What follows belongs to an exercise in optimizing a design on an open flow for small area, a short achievable clock period and few clock cycles per item; a production flow would make more cautious choices. In this exercise RTL edits were held to simulation tests only and were not proved equivalent to the original.

==> run A <==
## wt_sine
module wt_sine (
  input             clk,
  input             rst,
  input             in_valid,
  output            in_ready,
  input      [1:0]  in_op,
  input      [31:0] in_a,
  input      [31:0] in_b,
  output reg        out_valid,
  input             out_ready,
  output reg [31:0] out_data,
  output reg [1:0]  out_fault
);
==> flow/config.mk <==
export PLATFORM = sky130hd
export DESIGN_NAME = wt_sine
export DESIGN_NICKNAME = wt_sine
export VERILOG_FILES = /design/flow/design.v
export SDC_FILE = /design/flow/constraint.sdc
export NUM_CORES = 4
export LEC_CHECK = 0
export ABC_AREA = 1
export CAP_MARGIN = 0
export CORE_MARGIN = 2
export CORE_UTILIZATION = 40
export CTS_CLUSTER_DIAMETER = 150
export CTS_CLUSTER_SIZE = 24
export PLACE_DENSITY = 0.55
export SLEW_MARGIN = 0
export SYNTH_MEMORY_MAX_BITS = 65536
==> flow/constraint.sdc <==
create_clock -name core_clock -period 100.0 [get_ports {clk}]
set_input_delay 20.0000 -clock core_clock [delete_from_list [all_inputs] [get_ports {clk}]]
set_output_delay 20.0000 -clock core_clock [all_outputs]
set_load 0.01 [all_outputs]
standard.sh (not shown) runs the stock make flow with config.mk's settings and CLKGATE_MAP_FILE= SYNTH_SCRIPT=/design/flow/synth_recipe.tcl, a recipe that flattens the netlist after the stock synthesis.
==> flow/flow/run.sh <==
#!/bin/bash
# Own flow: the standard layout (standard.sh, all steps unchanged) with one
# difference: the port buffers that global placement inserts on every input
# and output are sky130_fd_sc_hd__buf_2 cells instead of the resizer's default
# choice (a clkdlybuf4s50 delay cell). The full make output goes to
# standard_flow.log in this folder.
set -euo pipefail
export BUFFER_PORTS_ARGS="-buffer_cell sky130_fd_sc_hd__buf_2"
bash standard.sh > standard_flow.log 2>&1
==> inputs of run B, as changes to run A <==
CTS_CLUSTER_DIAMETER = 120   (was 150)
CTS_CLUSTER_SIZE = 19   (was 24)
==> inputs of run H, as changes to run A <==
CORE_UTILIZATION = 50   (was 40)
PLACE_DENSITY = 0.65   (was 0.55)
==> inputs of run Y, as changes to run A <==
==> flow/run.sh (new file) <==
#!/bin/bash
# synth_recipe.tcl (not shown) runs the flow's synth.tcl, then flattens the netlist and writes it again
# the make line also repeats each setting of config.mk as NAME=value (left out here)
make -C /OpenROAD-flow-scripts/flow DESIGN_CONFIG=/design/flow/config.mk WORK_HOME=/design/flow/orfs CLKGATE_MAP_FILE= SYNTH_SCRIPT=/design/flow/synth_recipe.tcl finish
CTS_CLUSTER_DIAMETER = not set   (was 150)
CTS_CLUSTER_SIZE = not set   (was 24)
removed: flow/flow/run.sh
removed: flow/standard.sh
==> notes.md <==
quantity                                                                                            run Y                      run A                      run B                      run H
Final critical delay including setup and external delays                                         21.52 ns                   21.08 ns                   21.08 ns                   21.07 ns
Final Util                                                                                          0.440                      0.430                      0.431                      0.529
Vertical die dimension                                                                             306 µm                     306 µm                     306 µm                     274 µm
Half-perimeter wire length after detailed placement                                                117 mm                     118 mm                     118 mm                     111 mm
Critical path startpoint                                                                        out_valid               out_data[13]               out_data[13]               out_data[13]
Library cell contributing the largest single delay on the critical path  sky130_fd_sc_hd__clkdlybuf4s50_1  sky130_fd_sc_hd__edfxtp_1  sky130_fd_sc_hd__edfxtp_1  sky130_fd_sc_hd__edfxtp_1
Amount of wire on met3 after detailed routing                                                     11.9 mm                    10.8 mm                    10.7 mm                    14.2 mm
Count of antenna diodes in the layout                                                                   0                          1                          0                          0
Antenna violations before repair                                                                        4                          2                          2                          1
Total area of multi-input combinational cells                                                  0.0258 mm²                 0.0258 mm²                 0.0258 mm²                 0.0258 mm²
Outcome                                                                  no timing/DRC/antenna violations  no timing/DRC/antenna violations  no timing/DRC/antenna violations  no timing/DRC/antenna violations
Number of filler cells placed in the layout                                                          9518                       9600                       9586                       7374
Routed length on met2                                                                             69.3 mm                    70.5 mm                    71.0 mm                    61.9 mm
Met3 demand-to-capacity share in global routing                                                    0.0527                     0.0439                     0.0440                     0.0714
Skew-Pair Late Insertion Delay                                                                    0.61 ns                    0.56 ns                    0.56 ns                    0.56 ns
DR vias                                                                                             37300                      36800                      36800                      37600
Testbench counts of run A, summed over its fixed seeds: cycles 32,032, items 32,000.
Testbench counts of run B, summed over its fixed seeds: cycles 32,032, items 32,000.
Testbench counts of run H, summed over its fixed seeds: cycles 32,032, items 32,000.
Testbench counts of run Y, summed over its fixed seeds: cycles 32,032, items 32,000.

========
==> inputs of garnet <==
Another version of the RTL of wt_sine (not shown whole).
Design wt_sine, start of the top module:
module wt_sine (
  input             clk,
  input             rst,
  input             in_valid,
  output            in_ready,
  input      [1:0]  in_op,
  input      [31:0] in_a,
  input      [31:0] in_b,
  output reg        out_valid,
  input             out_ready,
  output reg [31:0] out_data,
  output reg [1:0]  out_fault
);
make LEC_CHECK=0 ABC_AREA=1 CAP_MARGIN=20 CORE_MARGIN=2 CORE_UTILIZATION=40 PLACE_DENSITY=0.55 SLEW_MARGIN=20 SYNTH_MEMORY_MAX_BITS=65536 finish   # period 100.0 ns
run.sh (not shown) runs the stock make flow with config.mk's settings and CLKGATE_MAP_FILE= SYNTH_SCRIPT=/design/flow/synth_recipe.tcl, a recipe that flattens the netlist after the stock synthesis.
Stock flow here: none of the scripts above is used.
==> lagoon (differences from garnet) <==
--- a/flow/design.v
+++ b/flow/design.v
@@ -40,70 +40,84 @@
   endgenerate
   assign co = bc[NB];
 endmodule
 module wt_add (
   input  [22:0] qf,
   input         qz,
-  input  [24:0] pm,
+  input  [23:0] pm,
+  input         up,
   input         pg,
   input         ps,
   input  [4:0]  dd,
   input         dbig,
   input  [7:0]  ea,
   input         sub,
   input         neg,
   output [31:0] y
 );
-  wire [27:0] px = {pm, pg, ps, 1'b0};
+  wire [27:0] px = {1'b0, pm, pg, ps, 1'b0};
   wire [27:0] s1 = dd[0] ? {1'b0, px[27:2], px[1] | px[0]} : px;
   wire [27:0] s2 = dd[1] ? {2'b0, s1[27:3], |s1[2:0]} : s1;
   wire [27:0] s4 = dd[2] ? {4'b0, s2[27:5], |s2[4:0]} : s2;
   wire [27:0] s8 = dd[3] ? {8'b0, s4[27:9], |s4[8:0]} : s4;
   wire [27:0] s16 = dd[4] ? {16'b0, s8[27:17], |s8[16:0]} : s8;
   wire [27:0] pal = dbig ? {27'd0, |px} : s16;
+  wire        near = !dbig && (dd[4:2] == 3'd0);           
+  wire [2:0]  mask = !near ? 3'b000 : (dd[1:0] == 2'd0) ? 3'b111 :
+                     (dd[1:0] == 2'd1) ? 3'b011 : (dd[1:0] == 2'd2) ? 3'b001 : 3'b000;
+  integer i;
+  reg [4:0] t1;                                             
+  always @* begin
+    t1 = 5'd24;
+    for (i = 23; i >= 0; i = i - 1)
+      if (!pm[i]) t1 = i;
+  end
+  wire        extra = up && !near && !dbig && ({1'b0, t1} + 6'd2 >= {1'b0, dd});
+  wire [27:0] pfx = {pal[27:1], pal[0] | (up & !near)};
+  wire [27:0] addend = pfx ^ {28{sub}} ^ {25'd0, mask & {3{up}}};
+  wire        cin = sub ^ (near ? up : extra);
   wire [27:0] xa = {1'b0, !qz, qf, 3'b000};
   wire [27:0] sum;
-  wt_adder #(.W(28), .B(14)) u_sum (.a(xa), .b(pal ^ {28{sub}}), .ci(sub), .s(sum), .co());
-  integer i;
+  wt_adder #(.W(28), .B(14)) u_sum (.a(xa), .b(addend), .ci(cin), .s(sum), .co());
   reg [4:0] lz;
   always @* begin
     lz = 5'd0;
     for (i = 0; i < 28; i = i + 1)
       if (sum[i]) lz = 5'd27 - i;
   end
   wire [4:0]  sh = qz ? {4'd0, !sum[27]} : lz;
   wire [27:0] v  = sum << sh;
   wire [7:0]  e  = ea + 8'd1 - {3'd0, sh};
   wire [23:0] m  = v[27:4];
-  wire        up = v[3] & ((|v[2:0]) | m[0]);
+  wire        rup = v[3] & ((|v[2:0]) | m[0]);
   wire [23:0] mr;
   wire        mc;
-  wt_adder #(.W(24), .B(24)) u_rnd (.a(m), .b(24'd0), .ci(up), .s(mr), .co(mc));
+  wt_adder #(.W(24), .B(24)) u_rnd (.a(m), .b(24'd0), .ci(rup), .s(mr), .co(mc));
   wire [7:0]  e_out = mc ? e + 8'd1 : (mr[23] ? e : 8'd0);
   wire        zero  = (sum == 28'd0);
   assign y = zero ? 32'd0 : {neg, e_out, mr[22:0]};
 endmodule
 module wt_prod (
   input  [19:0]       df,
   input  [2:0]        de,
   input  [23:0]       g,
   input  signed [9:0] ef,
   input               nr,
-  output [24:0]       pm,
+  output [23:0]       m,
+  output              up,
   output              pg,
   output              ps,
   output signed [9:0] e0
 );
   wire [44:0] p;
   wt_mulc u_mul (.a({1'b1, df}), .b(g), .p(p));
-  wire [23:0] m  = p[44] ? p[44:21] : p[43:20];
-  wire        gb = p[44] ? p[20] : p[19];
-  wire        sb = (|p[18:0]) | (p[44] & p[19]);
+  assign m = p[44] ? p[44:21] : p[43:20];
+  wire   gb = p[44] ? p[20] : p[19];
+  wire   sb = (|p[18:0]) | (p[44] & p[19]);
   assign e0 = $signed({7'd0, de}) + ef - (p[44] ? 10'sd4 : 10'sd5);
-  wire up = !nr & gb & (sb | m[0]);
-  wt_adder #(.W(24), .B(12)) u_rnd (.a(m), .b(24'd0), .ci(up), .s(pm[23:0]), .co(pm[24]));
+  assign up = !nr & gb & (sb | m[0]);
   assign pg = nr & gb;
   assign ps = nr & sb;
 endmodule
 module wt_mulc (input [20:0] a, input [23:0] b, output [44:0] p);
   wire pp0_0, pp0_1, pp0_2, pp0_3, pp0_4, pp0_5, pp0_6, pp0_7, pp0_8, pp0_9, pp0_10, pp0_11, pp0_12, pp0_13, pp0_14, pp0_15, pp0_16, pp0_17, pp0_18, pp0_19, pp0_20, pp0_21, pp0_22, pp0_23, pp0_24, pp1_0, pp1_1, pp1_2, pp1_3, pp1_4, pp1_5, pp1_6, pp1_7, pp1_8, pp1_9, pp1_10, pp1_11, pp1_12, pp1_13, pp1_14, pp1_15, pp1_16, pp1_17, pp1_18, pp1_19, pp1_20, pp1_21, pp1_22, pp1_23, pp1_24, pp2_0, pp2_1, pp2_2, pp2_3, pp2_4, pp2_5, pp2_6, pp2_7, pp2_8, pp2_9, pp2_10, pp2_11, pp2_12, pp2_13, pp2_14, pp2_15, pp2_16, pp2_17, pp2_18, pp2_19, pp2_20, pp2_21, pp2_22, pp2_23, pp2_24, pp3_0, pp3_1, pp3_2, pp3_3, pp3_4, pp3_5, pp3_6, pp3_7, pp3_8, pp3_9, pp3_10, pp3_11, pp3_12, pp3_13, pp3_14, pp3_15, pp3_16, pp3_17, pp3_18, pp3_19, pp3_20, pp3_21, pp3_22, pp3_23, pp3_24, pp4_0, pp4_1, pp4_2, pp4_3, pp4_4, pp4_5, pp4_6, pp4_7, pp4_8, pp4_9, pp4_10, pp4_11, pp4_12, pp4_13, pp4_14, pp4_15, pp4_16, pp4_17, pp4_18, pp4_19, pp4_20, pp4_21, pp4_22, pp4_23, pp4_24, pp5_0, pp5_1, pp5_2, pp5_3, pp5_4, pp5_5, pp5_6, pp5_7, pp5_8, pp5_9, pp5_10, pp5_11, pp5_12, pp5_13, pp5_14, pp5_15, pp5_16, pp5_17, pp5_18, pp5_19, pp5_20, pp5_21, pp5_22, pp5_23, pp5_24, pp6_0, pp6_1, pp6_2, pp6_3, pp6_4, pp6_5, pp6_6, pp6_7, pp6_8, pp6_9, pp6_10, pp6_11, pp6_12, pp6_13, pp6_14, pp6_15, pp6_16, pp6_17, pp6_18, pp6_19, pp6_20, pp6_21, pp6_22, pp6_23, pp6_24, pp7_0, pp7_1, pp7_2, pp7_3, pp7_4, pp7_5, pp7_6, pp7_7, pp7_8, pp7_9, pp7_10, pp7_11, pp7_12, pp7_13, pp7_14, pp7_15, pp7_16, pp7_17, pp7_18, pp7_19, pp7_20, pp7_21, pp7_22, pp7_23, pp7_24, pp8_0, pp8_1, pp8_2, pp8_3, pp8_4, pp8_5, pp8_6, pp8_7, pp8_8, pp8_9, pp8_10, pp8_11, pp8_12, pp8_13, pp8_14, pp8_15, pp8_16, pp8_17, pp8_18, pp8_19, pp8_20, pp8_21, pp8_22, pp8_23, pp8_24, pp9_0, pp9_1, pp9_2, pp9_3, pp9_4, pp9_5, pp9_6, pp9_7, pp9_8, pp9_9, pp9_10, pp9_11, pp9_12, pp9_13, pp9_14, pp9_15, pp9_16, pp9_17, pp9_18, pp9_19, pp9_20, pp9_21, pp9_22, pp9_23, pp9_24, pp10_0, pp10_1, pp10_2, pp10_3, pp10_4, pp10_5, pp10_6, pp10_7, pp10_8, pp10_9, pp10_10, pp10_11, pp10_12, pp10_13, pp10_14, pp10_15, pp10_16, pp10_17, pp10_18, pp10_19, pp10_20, pp10_21, pp10_22, pp10_23, pp10_24, t1, t2, t3, t4, t5, t6, t7, t8, t9, t10, t11, t12, t13, t14, t15, t16, t17, t18, t19, t20, t21, t22, t23, t24, t25, t26, t27, t28, t29, t30, t31, t32, t33, t34, t35, t36, t37, t38, t39, t40, t41, t42, t43, t44, t45, t46, t47, t48, t49, t50, t51, t52, t53, t54, t55, t56, t57, t58, t59, t60, t61, t62, t63, t64, t65, t66, t67, t68, t69, t70, t71, t72, t73, t74, t75, t76, t77, t78, t79, t80, t81, t82, t83, t84, t85, t86, t87, t88, t89, t90, t91, t92, t93, t94, t95, t96, t97, t98, t99, t100, t101, t102, t103, t104, t105, t106, t107, t108, t109, t110, t111, t112, t113, t114, t115, t116, t117, t118, t119, t120, t121, t122, t123, t124, t125, t126, t127, t128, t129, t130, t131, t132, t133, t134, t135, t136, t137, t138, t139, t140, t141, t142, t143, t144, t145, t146, t147, t148, t149, t150, t151, t152, t153, t154, t155, t156, t157, t158, t159, t160, t161, t162, t163, t164, t165, t166, t167, t168, t169, t170, t171, t172, t173, t174, t175, t176, t177, t178, t179, t180, t181, t182, t183, t184, t185, t186, t187, t188, t189, t190, t191, t192, t193, t194, t195, t196, t197, t198, t199, t200, t201, t202, t203, t204, t205, t206, t207, t208, t209, t210, t211, t212, t213, t214, t215, t216, t217, t218, t219, t220, t221, t222, t223, t224, t225, t226, t227, t228, t229, t230, t231, t232, t233, t234, t235, t236, t237, t238, t239, t240, t241, t242, t243, t244, t245, t246, t247, t248, t249, t250, t251, t252, t253, t254, t255, t256, t257, t258, t259, t260, t261, t262, t263, t264, t265, t266, t267, t268, t269, t270, t271, t272, t273, t274, t275, t276, t277, t278, t279, t280, t281, t282, t283, t284, t285, t286, t287, t288, t289, t290, t291, t292, t293, t294, t295, t296, t297, t298, t299, t300, t301, t302, t303, t304, t305, t306, t307, t308, t309, t310, t311, t312, t313, t314, t315, t316, t317, t318, t319, t320, t321, t322, t323, t324, t325, t326, t327, t328, t329, t330, t331, t332, t333, t334, t335, t336, t337, t338, t339, t340, t341, t342, t343, t344, t345, t346, t347, t348, t349, t350, t351, t352, t353, t354, t355, t356, t357, t358, t359, t360, t361, t362, t363, t364, t365, t366, t367, t368, t369, t370, t371, t372, t373, t374, t375, t376, t377, t378, t379, t380, t381, t382, t383, t384, t385, t386, t387, t388, t389, t390, t391, t392, t393, t394, t395, t396, t397, t398, t399, t400, t401, t402, t403, t404, t405, t406, t407, t408, t409, t410, t411, t412, t413, t414, t415, t416, t417, t418, t419, t420, t421, t422, t423, t424, t425, t426, t427, t428, t429, t430, t431, t432, t433, t434, t435, t436, t437, t438, t439, t440, t441, t442, t443, t444, t445, t446, t447, t448, t449, t450, t451, t452, t453, t454, t455, t456, t457, t458, t459, t460, t461, t462, t463, t464, t465, t466, t467, t468, t469, t470, t471, t472, t473, t474, t475, t476, t477, t478, t479, t480, t481, t482, t483, t484, t485, t486, t487, t488, t489, t490, t491, t492, t493, t494, t495, t496, t497, t498, t499, t500;
   wire one0 = a[0] ^ 1'b0;
@@ -913,13 +927,13 @@
   assign t497 = t414 ^ ~neg9 ^ pp10_23;
   assign t498 = (t414 & ~neg9) | (t414 & pp10_23) | (~neg9 & pp10_23);
   assign t499 = pp10_24 ^ 1'b1;
   assign t500 = pp10_24 & 1'b1;
   wire [44:0] x = {t498, t496, t494, t492, t490, t488, t486, t484, t482, t480, t478, t476, t474, t472, t470, t468, t466, t464, t462, t460, t458, t456, t454, t452, t450, t448, t446, t444, t442, t440, t438, t436, t434, t432, t430, t428, t426, t424, t422, t420, t418, t416, t415, pp0_1, pp0_0};
   wire [44:0] y = {t499, t497, t495, t493, t491, t489, t487, t485, t483, t481, t479, t477, t475, t473, t471, t469, t467, t465, t463, t461, t459, t457, t455, t453, t451, t449, t447, t445, t443, t441, t439, t437, t435, t433, t431, t429, t427, t425, t423, t421, t419, t417, neg1, 1'b0, neg0};
-  wt_adder #(.W(45), .B(12)) u_cpa (.a(x), .b(y), .ci(1'b0), .s(p), .co());
+  wt_adder #(.W(45), .B(15)) u_cpa (.a(x), .b(y), .ci(1'b0), .s(p), .co());
 endmodule
 module wt_front (
   input      [1:0]  op,
   input      [31:0] a,
   input      [31:0] b,
   output reg [1:0]  fault,
@@ -1028,14 +1042,14 @@
   reg [8:0]  j2;
   reg [23:0] g2;
   reg signed [9:0] ef2;
   reg        v3;
   reg [1:0]  f3;
   reg [8:0]  j3;
-  reg [24:0] pm3;
-  reg        pg3, ps3;
+  reg [23:0] pm3;
+  reg        up3, pg3, ps3;
   reg [4:0]  dd3;
   reg        dbig3;
   reg [7:0]  ea3;
   reg        sk_valid;
   reg [31:0] sk_data;
   reg [1:0]  sk_fault;
@@ -1055,27 +1069,27 @@
   wire [7:0]  k2   = {1'b0, m2} + {7'd0, odd2};
   wire        qz2  = !odd2 && (j2[6:0] == 7'd0);
   wire [22:0] dv;
   wt_drom u_drom (.m(m2), .d(dv));
   wire [25:0] qv2;
   wt_qrom u_qrom2 (.k(k2), .q(qv2));
-  wire [24:0]       pm2;
-  wire              pg2, ps2;
+  wire [23:0]       pm2;
+  wire              up2, pg2, ps2;
   wire signed [9:0] e02;
   wt_prod u_prod (.df(dv[19:0]), .de(dv[22:20]), .g(g2), .ef(ef2), .nr(qz2),
-                  .pm(pm2), .pg(pg2), .ps(ps2), .e0(e02));
+                  .m(pm2), .up(up2), .pg(pg2), .ps(ps2), .e0(e02));
   wire signed [9:0] ea2 = qz2 ? ((e02 < 10'sd1) ? 10'sd1 : e02) : $signed({7'd15, qv2[25:23]});
   wire signed [9:0] dd2 = ea2 - e02;
   wire        odd3 = j3[7];
   wire [6:0]  m3   = odd3 ? ~j3[6:0] : j3[6:0];
   wire [7:0]  k3   = {1'b0, m3} + {7'd0, odd3};
   wire        qz3  = !odd3 && (j3[6:0] == 7'd0);
   wire [25:0] qv3;
   wt_qrom u_qrom3 (.k(k3), .q(qv3));
   wire [31:0] r;
-  wt_add u_add (.qf(qv3[22:0]), .qz(qz3), .pm(pm3), .pg(pg3), .ps(ps3), .dd(dd3), .dbig(dbig3),
+  wt_add u_add (.qf(qv3[22:0]), .qz(qz3), .pm(pm3), .up(up3), .pg(pg3), .ps(ps3), .dd(dd3), .dbig(dbig3),
                 .ea(ea3), .sub(odd3), .neg(j3[8]), .y(r));
   wire [31:0] r3 = (f3 == 2'd0) ? r : 32'd0;
   wire take  = out_valid && out_ready;
   wire hfree = !out_valid || out_ready;
   wire push  = adv && v3;
   always @(posedge clk) begin
@@ -1087,12 +1101,13 @@
       j2 <= j1;
       g2 <= g1;
       ef2 <= ef1;
       f3 <= f2;
       j3 <= j2;
       pm3 <= pm2;
+      up3 <= up2;
       pg3 <= pg2;
       ps3 <= ps2;
       dd3 <= dd2[4:0];
       dbig3 <= (dd2 > 10'sd27);
       ea3 <= ea2[7:0];
       sk_data <= r3;
==> comparison <==
Sequential share of layout area is about the same in garnet and lagoon. In fmax, lagoon and garnet hardly differ. Routed wire length: lagoon is larger than garnet (1.5%). In lagoon the hold slack is worse than in garnet, by 0.026 ns. Of lagoon and garnet, garnet has the higher setup slack (gap 0.023 ns). Of garnet and lagoon, lagoon has the higher final cell count (gap 0.41%, measured against lagoon). In garnet the clock-buffer cell count is higher than in lagoon, by 3. In flip-flop and latch count, garnet and lagoon do not differ.
==> figures <==
item	garnet	lagoon
Count of routing violations after the opening detailed-route iteration	4054	4264
Part of the Yosys area used for sequential elements	17.01%	17.21%
Max_slew headroom	17.06%	28.76%
Global placement routability congestion	1.005	1.022
Post-layout util	43.53%	43.67%
Instance area after placement	0.04131 mm2	0.04104 mm2
Clk Latency, worst-skew pair	0.60 ns	0.62 ns
Multi-input combinational cell area	0.02815 mm2	0.02779 mm2
Met2 Use GR	47.04%	50.16%
Number of detailed-route iterations in the first pass	7	6
Met3 routed WL	12930 um	11750 um
Proportion of synthesized area in mux cells	0.4585%	0.4894%
Filler Cell Count	10210	10370
Worst hold path depth	2	0
Outcome	no timing/DRC/antenna violations	no timing/DRC/antenna violations
TritonCTS Buffers	28	29
Final cell count without fillers	6858	6886
Testbench counts of garnet, summed over its fixed seeds: cycles 32,032, items 32,000.
Testbench counts of lagoon, summed over its fixed seeds: cycles 32,032, items 32,000.

==> port drivers added, routing unchanged <==
Ports are ideal in the flow. The routed layouts listed here were re-timed in OpenROAD. Step 1: set_driving_cell puts a clkbuf_16 on clk and a buf_2 on each other input, an assumption about the parent block. Step 2, shift: input delay + t, output delay - t, t = (earliest + latest rising clock arrival at the registers) / 2. This alone moves slack from input paths to output paths. a / b / c = ideal / step 1 / step 2; a / b = the first two.
run	shift t [ns]	slack for setup (ns)	worst register clock-pin slew, ns
run A	0.609	78.920 / 78.851 / 79.028	0.10 / 0.10
run B	0.619	78.918 / 78.848 / 79.022	0.09 / 0.09
run H	0.609	78.932 / 78.862 / 78.844	0.11 / 0.11
run Y	0.673	78.478 / 78.413 / 78.422	0.06 / 0.06
garnet	0.643	78.530 / 78.464 / 78.576	0.07 / 0.07
lagoon	0.680	78.506 / 78.437 / 78.555	0.08 / 0.08
After both steps setup and hold are still met in every run listed. The setup slack of run H, which loses most, moves by -0.070 ns with the drivers and by -0.088 ns with both steps.
